What follows belongs to an exercise in optimizing a design on an open flow for small area, a short achievable clock period and few clock cycles; a production flow would make more cautious choices.
Where RTL was checked, it was by simulation tests only, not by an equivalence proof against the original.
No activity file was given, so power comes from the tool's default toggle rates.

==> run a <==
==> flow/design.v (excerpt) <==
module dot_core (
    input  wire        clk,
    input  wire        rst,           
    input  wire        op_valid,
    output wire        op_ready,
    input  wire [4:0]  op,
    input  wire [7:0]  arg_x,         
    input  wire [7:0]  arg_y,         
    input  wire        arg_state,
    input  wire [7:0]  arg_width,
    input  wire [7:0]  arg_height,
    input  wire [7:0]  arg_rows,      
    input  wire [7:0]  arg_addr,
    input  wire [7:0]  arg_data,
    input  wire [15:0] arg_level,     
    input  wire [7:0]  arg_button,
    input  wire [15:0] arg_fps,
    output reg         done,
    output reg         refused,
    output wire [31:0] result,
    output wire [7:0]  spr_addr,
    input  wire [7:0]  spr_data,
    input  wire        in_left,
    input  wire        in_right,
    input  wire [31:0] now_ms,
    output reg         din,
    output reg         sclk,
    output reg         cs_n
);
    localparam [4:0] OP_CLEAR      = 5'h01;
    localparam [4:0] OP_FILL       = 5'h02;
    localparam [4:0] OP_SETPIXEL   = 5'h03;
    localparam [4:0] OP_GETPIXEL   = 5'h04;
    localparam [4:0] OP_DRAWSPRITE = 5'h05;
    localparam [4:0] OP_SENDCMD    = 5'h09;
    localparam [4:0] OP_BEGIN      = 5'h0A;
    localparam [4:0] OP_SHOW       = 5'h0B;
    localparam [4:0] OP_SETBRIGHT  = 5'h0C;
    localparam [4:0] OP_UPDATE     = 5'h10;
    localparam [4:0] OP_PRESSED    = 5'h11;
    localparam [4:0] OP_RELEASED   = 5'h12;
    localparam [4:0] OP_HELD       = 5'h13;
    localparam [4:0] OP_CHORD      = 5'h14;
    localparam [4:0] OP_HOLDTIME   = 5'h15;
    localparam [4:0] OP_WAITFRAME  = 5'h18;
    localparam [4:0] OP_FRAMECOUNT = 5'h19;
    localparam [7:0] INTENSITY_DEFAULT = 8'h08;
    function [15:0] sub16;
        input [15:0] a, b;
        reg [15:0] g, p;
  ...
clock: 30.0 ns
lec_check: 0
abc_area: 1
cap_margin: 20
core_margin: 2
core_utilization: 70
cts_buf_list: sky130_fd_sc_hd__clkbuf_8
cts_cluster_size: 20
place_density: 0.8
slew_margin: 20
standard.sh (not shown) runs the stock make flow with config.mk's settings and CLKGATE_MAP_FILE= SYNTH_SCRIPT=/design/flow/synth_recipe.tcl, a recipe that flattens the netlist after the stock synthesis.
==> flow/flow/run.sh <==
#!/bin/bash
# The standard layout, with a plain buffer cell on every input and output
# port in place of the delay cell that buffer_ports picks by default.
set -euo pipefail
export BUFFER_PORTS_ARGS="-buffer_cell sky130_fd_sc_hd__buf_1"
bash standard.sh > standard.log 2>&1
==> inputs of run b, as changes to run a <==
--- a/flow/design.v
+++ b/flow/design.v
@@ -151,18 +151,18 @@
     wire [9:0] d_q;
     wire [7:0] b_inc = b_q + 8'd1;
     wire [7:0] h_dec = height_q - 8'd1;
     always @(posedge clk) begin
         if (rdy) begin
             op_q      <= op;
-            state_q   <= (op[4] | op[3]) ? in_left : arg_state;
+            state_q   <= arg_state;
             a_q       <= op[3] ? (op[4] ? arg_fps[7:0]  : arg_addr)
                                : (op[4] ? now_ms[7:0]   : arg_x);
             b_q       <= op[3] ? (op[4] ? arg_fps[15:8] : (op[2] ? bright : arg_data))
                                : (op[4] ? now_ms[15:8]  : arg_y);
-            width_q   <= (op[4] | op[3]) ? {3'b000, in_right} : arg_width[3:0];
+            width_q   <= arg_width[3:0];
             height_q  <= arg_height;
             spr_bad_q <= wide | lt8(arg_rows, arg_height);
             res_hi_q  <= (op == OP_FRAMECOUNT);
             btn_q     <= {!(btn_l | btn_r), btn_r};
         end else if (spr_step) begin
             b_q      <= b_inc;
@@ -185,36 +185,26 @@
             OP_PRESSED, OP_RELEASED, OP_HELD, OP_CHORD: one_cycle = 1'b1;
             OP_GETPIXEL, OP_DRAWSPRITE, OP_SENDCMD, OP_BEGIN, OP_SHOW,
             OP_SETBRIGHT, OP_HOLDTIME, OP_WAITFRAME, OP_FRAMECOUNT: one_cycle = 1'b0;
             default: begin one_cycle = 1'b1; bad_op = 1'b1; end
         endcase
     end
-    wire pend_upd_w = pend && (op_q == OP_UPDATE);
-    wire smp_left   = state_q;
-    wire smp_right  = width_q[0];
-    wire cur_l  = pend_upd_w ? smp_left  : curr_left;
-    wire cur_r  = pend_upd_w ? smp_right : curr_right;
-    wire lst_l  = pend_upd_w ? curr_left  : last_left;
-    wire lst_r  = pend_upd_w ? curr_right : last_right;
-    wire latch_now = (smp_left && smp_right) ? 1'b1 :
-                     (!smp_left && !smp_right) ? 1'b0 : chord_latch;
-    wire latch  = pend_upd_w ? latch_now : chord_latch;
-    wire chord_now  = cur_l && cur_r;
-    wire chord_last = lst_l && lst_r;
+    wire chord_now  = curr_left && curr_right;
+    wire chord_last = last_left && last_right;
     reg [15:0] q_result;
     always @(*) begin
         q_result = 16'h0;
         case (op)
-            OP_PRESSED:  q_result[0] = (btn_l & cur_l & !lst_l & !cur_r) |
-                                       (btn_r & cur_r & !lst_r & !cur_l) |
+            OP_PRESSED:  q_result[0] = (btn_l & curr_left & !last_left & !curr_right) |
+                                       (btn_r & curr_right & !last_right & !curr_left) |
                                        (btn_c & chord_now & !chord_last);
-            OP_RELEASED: q_result[0] = (btn_l & lst_l & !cur_l & !latch) |
-                                       (btn_r & lst_r & !cur_r & !latch) |
+            OP_RELEASED: q_result[0] = (btn_l & last_left & !curr_left & !chord_latch) |
+                                       (btn_r & last_right & !curr_right & !chord_latch) |
                                        (btn_c & chord_last & !chord_now);
-            OP_HELD:     q_result[0] = (btn_l & cur_l & !cur_r) |
-                                       (btn_r & cur_r & !cur_l) |
+            OP_HELD:     q_result[0] = (btn_l & curr_left & !curr_right) |
+                                       (btn_r & curr_right & !curr_left) |
                                        (btn_c & chord_now);
             OP_CHORD:    q_result[0] = chord_now;
             default: ;
         endcase
     end
     wire [15:0] hold_g  = btn_q[0] ? right_hold_g : left_hold_g;
@@ -228,14 +218,13 @@
     end
     wire pend_clear = pend && (op_q == OP_CLEAR || op_q == OP_FILL || op_q == OP_BEGIN);
     wire pend_set   = pend && (op_q == OP_SETPIXEL);
     wire pend_get   = pend && (op_q == OP_GETPIXEL);
     wire pend_hold  = pend && (op_q == OP_HOLDTIME);
     wire pend_fc    = pend && (op_q == OP_FRAMECOUNT);
-    wire pend_upd   = pend_upd_w;
-    wire pend_begin = pend && (op_q == OP_BEGIN);
+    wire pend_upd   = pend && (op_q == OP_UPDATE);
     wire pend_cmd   = pend && (op_q == OP_SENDCMD || op_q == OP_SETBRIGHT ||
                                op_q == OP_SHOW || op_q == OP_BEGIN);
     wire pend_wf    = pend && (op_q == OP_WAITFRAME);
     wire in_range = (a_q[7:3] == 5'd0) && (b_q[7:3] == 5'd0);
     wire fill_val = (op_q == OP_FILL) ? state_q : 1'b0;
     reg        tx_act;
@@ -393,27 +382,15 @@
                 refused <= 1'b0;
                 res_lo  <= pend_get  ? {15'h0, in_range & fb_row[a_q[2:0]]} :
                            pend_hold ? hold_ms : frame_counter[15:0];
                 rdy     <= 1'b1;
             end
             if (pend_upd) begin
-                last_left      <= curr_left;
-                last_right     <= curr_right;
-                curr_left      <= smp_left;
-                curr_right     <= smp_right;
-                chord_latch    <= latch_now;
                 last_sample_ts <= {b_q, a_q};
-                if (!smp_left)  left_hold_g  <= {b_q, a_q};
-                if (!smp_right) right_hold_g <= {b_q, a_q};
-            end
-            if (pend_begin) begin
-                curr_left   <= smp_left;
-                curr_right  <= smp_right;
-                last_left   <= smp_left;
-                last_right  <= smp_right;
-                chord_latch <= latch_now;
+                if (!curr_left)  left_hold_g  <= {b_q, a_q};
+                if (!curr_right) right_hold_g <= {b_q, a_q};
             end
             if (spr_act) begin
                 if (spr_end) begin
                     spr_act <= 1'b0;
                     sy      <= 8'h0;
                     if (spr_skip || sy == 8'd0) begin
@@ -432,12 +409,28 @@
             end
             if (acc) begin
                 rdy     <= one_cycle;
                 done    <= one_cycle;
                 refused <= bad_op;
                 res_lo  <= q_result;
+                if (op == OP_UPDATE) begin
+                    last_left      <= curr_left;
+                    last_right     <= curr_right;
+                    curr_left      <= in_left;
+                    curr_right     <= in_right;
+                    if (in_left && in_right)        chord_latch <= 1'b1;
+                    else if (!in_left && !in_right) chord_latch <= 1'b0;
+                end
+                if (op == OP_BEGIN) begin
+                    curr_left  <= in_left;
+                    curr_right <= in_right;
+                    last_left  <= in_left;
+                    last_right <= in_right;
+                    if (in_left && in_right)        chord_latch <= 1'b1;
+                    else if (!in_left && !in_right) chord_latch <= 1'b0;
+                end
                 if (op == OP_DRAWSPRITE) spr_act <= 1'b1;
             end
             if (pend_cmd) begin
                 cs_n     <= 1'b0;
                 tx_act   <= 1'b1;
                 tx_part  <= 2'd0;
==> flow/flow/run.sh (replaced) <==
#!/bin/bash
# The standard layout, with plain buffer cells on the ports (see
# ports.tcl) in place of the delay cell that buffer_ports picks by default.
set -euo pipefail
export DONT_BUFFER_PORTS=1
export PRE_GLOBAL_PLACE_TCL="$(pwd)/flow/ports.tcl"
bash standard.sh > standard.log 2>&1
==> flow/flow/ports.tcl (new file) <==
# Port buffers: a buf_4 on every input, a buf_1 on every output.
buffer_ports -inputs -buffer_cell sky130_fd_sc_hd__buf_4
buffer_ports -outputs -buffer_cell sky130_fd_sc_hd__buf_1
==> flow/config.mk (replaced) <==
export PLATFORM = sky130hd
export DESIGN_NAME = dot_core
export DESIGN_NICKNAME = dot_core
export VERILOG_FILES = /design/flow/design.v
export SDC_FILE = /design/flow/constraint.sdc
export NUM_CORES = 4
export LEC_CHECK = 0
export ABC_AREA = 1
export CAP_MARGIN = 20
export CORE_MARGIN = 2
export CORE_UTILIZATION = 40
export SLEW_MARGIN = 20
==> inputs of run c, as changes to run a <==
==> flow/flow/run.sh (replaced) <==
#!/bin/bash
# The standard layout, with a plain buffer cell on every input and output
# port in place of the delay cell that buffer_ports picks by default.
set -euo pipefail
export BUFFER_PORTS_ARGS="-buffer_cell sky130_fd_sc_hd__buf_2"
bash standard.sh > standard.log 2>&1
--- a/flow/config.mk
+++ b/flow/config.mk
@@ -6,10 +6,8 @@
 export NUM_CORES = 4
 export LEC_CHECK = 0
 export ABC_AREA = 1
 export CAP_MARGIN = 20
 export CORE_MARGIN = 2
 export CORE_UTILIZATION = 70
-export CTS_BUF_LIST = sky130_fd_sc_hd__clkbuf_8
-export CTS_CLUSTER_SIZE = 20
 export PLACE_DENSITY = 0.8
 export SLEW_MARGIN = 20
==> impl_metrics.tcl <==
set metrics [dict create \
    path_cells "ha_1, nand2_1, o41ai_1, nand3_1, a2111oi_0, nor2_1, nand2_2, nand2_2, nor2_1" \
    postSynthCellCount 2267 \
    leakagePower_nw 7.56 \
    fin_crit_ps 7940 \
    use_met1_pct 33.6 \
    status "no timing/DRC/antenna violations" \
    crit_family "compound AO/OA/AOI/OAI gates" \
    wire_per_inst_um 20.4 \
]
That was run b.
==> impl_metrics.tcl <==
set metrics [dict create \
    fin_crit_ps 7860 \
    leakagePower_nw 7.87 \
    wire_per_inst_um 19.1 \
    postSynthCellCount 2244 \
    status "no timing/DRC/antenna violations" \
    seq_area_share_pct 31.1 \
    path_cells "buf_1, buf_4, inv_1, nor2_1, inv_1, nor3_1, a21oi_1, nand2_1, nand2_1, a21oi_1" \
    crit_family "simple AND/OR/NAND/NOR gates" \
    final.setup.worst_slack_ps 22140 \
]
That was run a.
==> impl_metrics.tcl <==
set metrics [dict create \
    use_met1_pct 53.1 \
    status "no timing/DRC/antenna violations" \
    postSynthCellCount 2244 \
    fin_crit_ps 7990 \
    wire_per_inst_um 20.1 \
    avgSynthCellArea_um2 7.40 \
]
That was run c.
No run of this note included a check of the RTL's function; only the layout flow was run.

==> branch onyx <==
Another version of the RTL of dot_core (not shown whole).
export LEC_CHECK = 0
export ABC_AREA = 1
export CAP_MARGIN = 20
export CORE_MARGIN = 2
export CORE_UTILIZATION = 55
export CTS_BUF_LIST = sky130_fd_sc_hd__clkbuf_16
export CTS_CLUSTER_DIAMETER = 80
export CTS_CLUSTER_SIZE = 24
export PLACE_DENSITY = 0.7
export SLEW_MARGIN = 75
create_clock -name core_clock -period 30.0 [get_ports {clk}]
==> flow/flow/run.sh <==
#!/bin/bash
# The standard layout, with a plain buffer cell on every input and output
# port in place of the delay cell that buffer_ports picks by default.
set -euo pipefail
export BUFFER_PORTS_ARGS="-buffer_cell sky130_fd_sc_hd__buf_1"
bash standard.sh > standard.log 2>&1
==> branch sierra: changes against branch onyx <==
--- a/flow/design.v
+++ b/flow/design.v
@@ -148,14 +148,15 @@
     wire       lvl_big  = |arg_level[14:4];
     wire [7:0] bright   = lvl_neg ? 8'h00 : lvl_big ? 8'h0F : {4'h0, arg_level[3:0]};
     wire       wide     = (|arg_width[7:4]) | (arg_width[3] & (|arg_width[2:0]));
     wire       spr_step;
     wire       div_step;
     wire       fps_big;
     wire [9:0] d_q;
+    wire [3:0] div_n0;
     wire [7:0] b_inc = b_q + 8'd1;
     wire [7:0] h_dec = height_q - 8'd1;
     always @(posedge clk) begin
         if (ready) begin
             op_q      <= op;
             state_q   <= (op[4] | op[3]) ? in_left : arg_state;
             a_q       <= op[3] ? (op[4] ? arg_fps[7:0]  : arg_addr)
@@ -171,15 +172,15 @@
                           op[4] & op[3] & !op[2] & !op[1] & op[0]};
             btn_q     <= {!(btn_ok & !arg_button[1]), arg_button[0]};
         end else if (spr_step) begin
             b_q      <= b_inc;
             height_q <= h_dec;
         end else if (div_step) begin
             {height_q, btn_q} <= fps_big ? 10'd0 : d_q;
-            width_q           <= wf_div ? width_q + 4'd1 : 4'd1;
+            width_q           <= wf_div ? width_q + 4'd1 : div_n0;
         end else if (wf_wait) begin
             a_q <= now_ms[7:0];
             b_q <= now_ms[15:8];
         end
     end
     reg one_cycle;       
     reg bad_op;
@@ -299,16 +300,21 @@
     wire [9:0]  div_q = {height_q, btn_q};
     wire [3:0]  div_n = width_q;
     wire [15:0] fps_full = {b_q, a_q};
     wire [9:0]  fps_lo   = fps_full[9:0];
     wire        fps_zero = (fps_full == 16'd0);
     assign      fps_big  = (|fps_full[15:10]) ||
                            ((&fps_full[9:5]) && (fps_full[4] || (fps_full[3] && (|fps_full[2:0]))));
-    wire [10:0] dr_in = wf_div ? div_r : 11'd0;
-    wire [9:0]  dq_in = wf_div ? div_q : 10'd1000;
+    wire        f_ge32 = |fps_lo[9:5];
+    wire        f_ge16 = fps_lo[4];
+    wire [10:0] dr_0   = f_ge32 ? 11'd31  : f_ge16 ? 11'd15  : 11'd0;
+    wire [9:0]  dq_0   = f_ge32 ? 10'd256 : f_ge16 ? 10'd640 : 10'd1000;
+    assign      div_n0 = f_ge32 ? 4'd6    : f_ge16 ? 4'd5    : 4'd1;
+    wire [10:0] dr_in = wf_div ? div_r : dr_0;
+    wire [9:0]  dq_in = wf_div ? div_q : dq_0;
     wire [10:0] d_t   = {dr_in[9:0], dq_in[9]};
     reg  [11:0] d_bw;
     reg  [10:0] d_diff;
     integer di;
     always @(*) begin
         d_bw[0] = 1'b0;
         for (di = 0; di < 11; di = di + 1) begin
==> flow/config.mk (replaced) <==
export PLATFORM = sky130hd
export DESIGN_NAME = dot_core
export DESIGN_NICKNAME = dot_core
export VERILOG_FILES = /design/flow/design.v
export SDC_FILE = /design/flow/constraint.sdc
export NUM_CORES = 4
export LEC_CHECK = 0
export ABC_AREA = 1
export CAP_MARGIN = 20
export CORE_MARGIN = 2
export CORE_UTILIZATION = 65
export CTS_BUF_LIST = sky130_fd_sc_hd__clkbuf_16
export CTS_CLUSTER_DIAMETER = 80
export CTS_CLUSTER_SIZE = 30
export PLACE_DENSITY = 0.8
export SLEW_MARGIN = 60
==> branch garnet: changes against branch onyx <==
--- a/flow/design.v
+++ b/flow/design.v
@@ -11,15 +11,15 @@
     input  wire [7:0]  arg_height,
     input  wire [7:0]  arg_rows,      
     input  wire [7:0]  arg_addr,
     input  wire [7:0]  arg_data,
     input  wire [15:0] arg_level,     
     input  wire [7:0]  arg_button,
     input  wire [15:0] arg_fps,
-    output wire        done,
+    output reg         done,
     output reg         refused,
     output wire [31:0] result,
     output wire [7:0]  spr_addr,
     input  wire [7:0]  spr_data,
     input  wire        in_left,
     input  wire        in_right,
     input  wire [31:0] now_ms,
@@ -117,63 +117,57 @@
                 eq1[k] = eq[2*k+1] & eq[2*k];
             end
             lt2[0] = lt1[1] | (eq1[1] & lt1[0]);  eq2[0] = eq1[1] & eq1[0];
             lt2[1] = lt1[3] | (eq1[3] & lt1[2]);  eq2[1] = eq1[3] & eq1[2];
             lt8 = lt2[1] | (eq2[1] & lt2[0]);
         end
     endfunction
-    reg rdy, stall, done_r;
-    reg rdy_n;
-    reg fire_o;
-    wire fire_q_w;
-    assign op_ready = rdy | fire_o;
-    assign done     = done_r | fire_o;
-    wire ready = !stall | fire_q_w;
-    wire acc = op_valid & ready;
+    reg rdy;
+    assign op_ready = rdy;
+    wire acc = op_valid & rdy;
     reg [7:0]  fb [0:7];
     reg        curr_left, curr_right, last_left, last_right, chord_latch;
     reg [15:0] left_hold_g, right_hold_g;
     reg [15:0] last_sample_ts;
     reg [31:0] last_frame_ts;
     reg [31:0] frame_counter;
     reg [4:0]  op_q;
     reg        state_q;
     reg [7:0]  a_q, b_q;
     reg [3:0]  width_q;       
     reg [7:0]  height_q;
     reg        spr_bad_q;     
-    reg  [3:0] res_hi_q;      
+    reg        res_hi_q;      
     reg [1:0]  btn_q;         
-    wire       btn_ok   = (arg_button[7:2] == 6'd0);
+    wire btn_l = (arg_button == 8'd0);
+    wire btn_r = (arg_button == 8'd1);
+    wire btn_c = (arg_button == 8'd2);
     wire       lvl_neg  = arg_level[15];
     wire       lvl_big  = |arg_level[14:4];
     wire [7:0] bright   = lvl_neg ? 8'h00 : lvl_big ? 8'h0F : {4'h0, arg_level[3:0]};
     wire       wide     = (|arg_width[7:4]) | (arg_width[3] & (|arg_width[2:0]));
     wire       spr_step;
     wire       div_step;
     wire       fps_big;
     wire [9:0] d_q;
     wire [7:0] b_inc = b_q + 8'd1;
     wire [7:0] h_dec = height_q - 8'd1;
     always @(posedge clk) begin
-        if (ready) begin
+        if (rdy) begin
             op_q      <= op;
             state_q   <= (op[4] | op[3]) ? in_left : arg_state;
             a_q       <= op[3] ? (op[4] ? arg_fps[7:0]  : arg_addr)
                                : (op[4] ? now_ms[7:0]   : arg_x);
             b_q       <= op[3] ? (op[4] ? arg_fps[15:8] : (op[2] ? bright : arg_data))
                                : (op[4] ? now_ms[15:8]  : arg_y);
             width_q   <= (op[4] | op[3]) ? {3'b000, in_right} : arg_width[3:0];
             height_q  <= arg_height;
             spr_bad_q <= wide | lt8(arg_rows, arg_height);
-            res_hi_q  <= {op == OP_FRAMECOUNT,
-                          op[4] & op[3] & !op[1] & op[0],
-                          op[4] & op[3] & !op[2] & op[0],
-                          op[4] & op[3] & !op[2] & !op[1] & op[0]};
-            btn_q     <= {!(btn_ok & !arg_button[1]), arg_button[0]};
+            res_hi_q  <= (op == OP_FRAMECOUNT);
+            btn_q     <= {!(btn_l | btn_r), btn_r};
         end else if (spr_step) begin
             b_q      <= b_inc;
             height_q <= h_dec;
         end else if (div_step) begin
             {height_q, btn_q} <= fps_big ? 10'd0 : d_q;
             width_q           <= wf_div ? width_q + 4'd1 : 4'd1;
         end else if (wf_wait) begin
@@ -202,30 +196,35 @@
     wire lst_l  = pend_upd_w ? curr_left  : last_left;
     wire lst_r  = pend_upd_w ? curr_right : last_right;
     wire latch_now = (smp_left && smp_right) ? 1'b1 :
                      (!smp_left && !smp_right) ? 1'b0 : chord_latch;
     wire latch  = pend_upd_w ? latch_now : chord_latch;
     wire chord_now  = cur_l && cur_r;
     wire chord_last = lst_l && lst_r;
-    wire [3:0] q_press = {1'b0, chord_now & !chord_last,
-                          cur_r & !lst_r & !cur_l, cur_l & !lst_l & !cur_r};
-    wire [3:0] q_rel   = {1'b0, chord_last & !chord_now,
-                          lst_r & !cur_r & !latch, lst_l & !cur_l & !latch};
-    wire [3:0] q_held  = {1'b0, chord_now, cur_r & !cur_l, cur_l & !cur_r};
-    wire [3:0] q_sel   = (op[1:0] == 2'd1) ? q_press :
-                         (op[1:0] == 2'd2) ? q_rel : q_held;
-    wire [15:0] q_result = {15'h0, op[2] ? chord_now
-                                         : (btn_ok & q_sel[arg_button[1:0]])};
+    reg [15:0] q_result;
+    always @(*) begin
+        q_result = 16'h0;
+        case (op)
+            OP_PRESSED:  q_result[0] = (btn_l & cur_l & !lst_l & !cur_r) |
+                                       (btn_r & cur_r & !lst_r & !cur_l) |
+                                       (btn_c & chord_now & !chord_last);
+            OP_RELEASED: q_result[0] = (btn_l & lst_l & !cur_l & !latch) |
+                                       (btn_r & lst_r & !cur_r & !latch) |
+                                       (btn_c & chord_last & !chord_now);
+            OP_HELD:     q_result[0] = (btn_l & cur_l & !cur_r) |
+                                       (btn_r & cur_r & !cur_l) |
+                                       (btn_c & chord_now);
+            OP_CHORD:    q_result[0] = chord_now;
+            default: ;
+        endcase
+    end
     wire [15:0] hold_g  = btn_q[0] ? right_hold_g : left_hold_g;
     wire [15:0] hold_ms = {16{!btn_q[1]}} & sub16(last_sample_ts, hold_g);
     reg [15:0] res_lo;
-    assign result = {frame_counter[31:28] & {4{res_hi_q[3]}},
-                     frame_counter[27:24] & {4{res_hi_q[2]}},
-                     frame_counter[23:20] & {4{res_hi_q[1]}},
-                     frame_counter[19:16] & {4{res_hi_q[0]}}, res_lo};
+    assign result = {frame_counter[31:16] & {16{res_hi_q}}, res_lo};
     reg pend;            
     always @(posedge clk) begin
         if (rst) pend <= 1'b0;
         else     pend <= acc;
     end
     wire pend_clear = pend && (op_q == OP_CLEAR || op_q == OP_FILL || op_q == OP_BEGIN);
     wire pend_set   = pend && (op_q == OP_SETPIXEL);
@@ -290,15 +289,14 @@
         for (wi = 0; wi < 8; wi = wi + 1)
             col_mask[wi] = (a_q[7] || (wi >= a_q[2:0])) &&
                            !x_end[4] && (x_end[3:0] > wi);
     wire [7:0] spr_cols = rot4 & col_mask;
     reg        wf_div;        
     reg        wf_wait;       
     reg        fire_q;        
-    assign fire_q_w = fire_q;
     wire [10:0] div_r = res_lo[10:0];
     wire [9:0]  div_q = {height_q, btn_q};
     wire [3:0]  div_n = width_q;
     wire [15:0] fps_full = {b_q, a_q};
     wire [9:0]  fps_lo   = fps_full[9:0];
     wire        fps_zero = (fps_full == 16'd0);
     assign      fps_big  = (|fps_full[15:10]) ||
@@ -357,23 +355,21 @@
     integer i, j;
     always @(posedge clk) begin
         for (i = 0; i < 8; i = i + 1)
             for (j = 0; j < 8; j = j + 1)
                 fb[i][j] <= (fb[i][j] & !(row_clr[i] & col_sel[j])) | (row_set[i] & col_sel[j]);
     end
     always @(posedge clk) begin
-        done_r <= 1'b0;
-        rdy_n   = rdy;
-        if (fire_q) rdy_n = 1'b1;
+        done <= 1'b0;
         if (pend_get || pend_hold || pend_fc) begin
-            done_r    <= 1'b1;
+            done    <= 1'b1;
             refused <= 1'b0;
             res_lo  <= pend_get  ? {15'h0, in_range & fb_row[a_q[2:0]]} :
                        pend_hold ? hold_ms : frame_counter[15:0];
-            rdy_n      = 1'b1;
+            rdy     <= 1'b1;
         end
         if (pend_upd) begin
             last_left      <= curr_left;
             last_right     <= curr_right;
             curr_left      <= smp_left;
             curr_right     <= smp_right;
             chord_latch    <= latch_now;
@@ -389,30 +385,30 @@
             chord_latch <= latch_now;
         end
         if (spr_act) begin
             if (spr_end) begin
                 spr_act <= 1'b0;
                 sy      <= 8'h0;
                 if (spr_skip || sy == 8'd0) begin
-                    done_r    <= 1'b1;
+                    done    <= 1'b1;
                     refused <= spr_bad_q;
-                    rdy_n      = 1'b1;
+                    rdy     <= 1'b1;
                 end
             end else begin
                 sy <= sy + 8'd1;
                 if (spr_pre) begin
-                    done_r    <= 1'b1;
+                    done    <= 1'b1;
                     refused <= 1'b0;
-                    rdy_n      = 1'b1;
+                    rdy     <= 1'b1;
                 end
             end
         end
         if (acc) begin
-            rdy_n      = one_cycle;
-            done_r    <= one_cycle;
+            rdy     <= one_cycle;
+            done    <= one_cycle;
             refused <= bad_op;
             res_lo  <= q_result;
             if (op == OP_DRAWSPRITE) spr_act <= 1'b1;
         end
         if (pend_cmd) begin
             cs_n     <= 1'b0;
             tx_act   <= 1'b1;
@@ -438,31 +434,31 @@
                         if (tx_bit == 4'd15) tx_part <= 2'd1;
                     end
                 endcase
             end else if (tx_part == 2'd1) begin
                 cs_n <= 1'b1;
                 if (seq_idx == seq_last) begin
                     tx_act  <= 1'b0;
-                    done_r    <= 1'b1;
+                    done    <= 1'b1;
                     refused <= 1'b0;
-                    rdy_n      = 1'b1;
+                    rdy     <= 1'b1;
                 end else begin
                     tx_part <= 2'd2;
                     seq_idx <= seq_idx + 4'd1;
                 end
             end else begin
                 cs_n    <= 1'b0;
                 tx_part <= 2'd0;
             end
         end
         if (pend_wf) begin
             if (fps_zero) begin
-                done_r    <= 1'b1;
+                done    <= 1'b1;
                 refused <= 1'b1;
-                rdy_n      = 1'b1;
+                rdy     <= 1'b1;
             end else if (fps_big) begin
                 wf_wait <= 1'b1;
             end else begin
                 res_lo[10:0] <= d_r;
                 wf_div       <= 1'b1;
             end
         end
@@ -470,22 +466,25 @@
             res_lo[10:0] <= d_r;
             if (div_n == 4'd9) begin
                 wf_div  <= 1'b0;
                 wf_wait <= 1'b1;
             end
         end
         fire_q <= wf_fire;
-        fire_o <= wf_wait && !fire_o && frame_due;
         if (wf_wait && !fire_q) res_lo <= now_ms[31:16];
         if (fire_q) last_frame_ts <= {res_lo, b_q, a_q};
         frame_counter <= fc_inc;
+        if (wf_fire) begin
+            done <= 1'b1;
+            rdy  <= 1'b1;
+        end
         if (fire_q) wf_wait <= 1'b0;
         if (rst) begin
-            rdy_n           = 1'b1;
-            done_r         <= 1'b0;
+            rdy            <= 1'b1;
+            done           <= 1'b0;
             curr_left      <= 1'b0;
             curr_right     <= 1'b0;
             last_left      <= 1'b0;
             last_right     <= 1'b0;
             chord_latch    <= 1'b0;
             left_hold_g    <= 16'h0;
             right_hold_g   <= 16'h0;
@@ -494,16 +493,13 @@
             frame_counter  <= 32'h0;
             spr_act        <= 1'b0;
             sy             <= 8'h0;
             tx_act         <= 1'b0;
             wf_div         <= 1'b0;
             wf_wait        <= 1'b0;
             fire_q         <= 1'b0;
-            fire_o         <= 1'b0;
             din            <= 1'b0;
             sclk           <= 1'b1;
             cs_n           <= 1'b1;
         end
-        rdy   <= rdy_n;
-        stall <= !rdy_n;
     end
 endmodule
==> flow/config.mk (replaced) <==
export PLATFORM = sky130hd
export DESIGN_NAME = dot_core
export DESIGN_NICKNAME = dot_core
export VERILOG_FILES = /design/flow/design.v
export SDC_FILE = /design/flow/constraint.sdc
export NUM_CORES = 4
export LEC_CHECK = 0
export ABC_AREA = 1
export CAP_MARGIN = 50
export CORE_MARGIN = 2
export CORE_UTILIZATION = 55
export CTS_BUF_LIST = sky130_fd_sc_hd__clkbuf_8
export CTS_CLUSTER_SIZE = 20
export PLACE_DENSITY = 0.7
export SLEW_MARGIN = 50
==> comparison table <==
metric                                                      branch garnet  branch sierra  branch onyx
Met1 GRT Util                                                       45.1%          49.8%        43.0%
Num sequential                                                        267            272          272
Routed vias                                                         16400          16700        16700
Total met3 wirelength after detailed routing                      4.19 mm        5.08 mm      4.03 mm
Result of the run                        no timing/DRC/antenna violations  no timing/DRC/antenna violations  no timing/DRC/antenna violations
Adder-cell share of the synthesized area                            10.5%          10.2%        10.1%
Netlist cell types                                                     65             65           68
Plain + repair buffers                                                206            209          244
Final Net Count                                                      2687           2710         2758
Clock-cell share                                                    5.29%          2.47%        3.19%
Fraction of power spent switching nets                              35.7%          37.6%        37.4%
Nets in the synthesized netlist                                      2506           2561         2572
Mean number of vias per cell                                         5.76           6.00         5.76
Violation count after the first detailed-routing iteration           1775           1881         1368
Total combinational power                                          269 µW         303 µW       330 µW
Detailed-routing wirelength on met1                               22.8 mm        20.7 mm      22.5 mm
Testbench counts of branch onyx, summed over its fixed seeds: cycles 110,563.
Testbench counts of branch sierra, summed over its fixed seeds: cycles 109,762.
The RTL of branch garnet was laid out without a check of its function.

## afterwards: timing with drivers on the ports
Ports are ideal in the flow. The routed layouts listed here were re-timed in OpenROAD.
Step 1 assumes that a clkbuf_16 drives the clock port and a buf_2 every other input.
Step 2 also shifts input and output timing later by t, the mid clock arrival at the registers, as if the neighbouring blocks saw the same clock.
Three values: ideal ports, drivers, drivers and shift; two values: the first two.
run	t (ns)	slack for setup (ns)	worst setup path at the end	worst slew at a driven data input, ns	max-slew violations	capacitance violations
run a	0.632	22.143 / 22.138 / 21.540	input to register	0.09	0 / 0	0 / 0
run b	0.587	22.064 / 21.718 / 21.130	input to register	1.68	0 / 77	0 / 1
run c	0.617	22.011 / 22.043 / 21.426	input to register	0.10	0 / 0	0 / 0
branch onyx	0.577	22.577 / 22.610 / 22.033	input to register	0.07	0 / 0	0 / 0
branch sierra	0.555	22.459 / 22.485 / 21.930	input to register	0.09	0 / 0	0 / 0
branch garnet	0.612	22.143 / 22.170 / 21.558	input to register	0.04	0 / 0	0 / 0
After both steps every run listed still meets setup and hold. With drivers on, slew violations rise in run b. The drivers bring new capacitance violations in run b. For run b, which loses most, drivers alone change the setup slack by -0.346 ns; drivers and shift together by -0.934 ns.
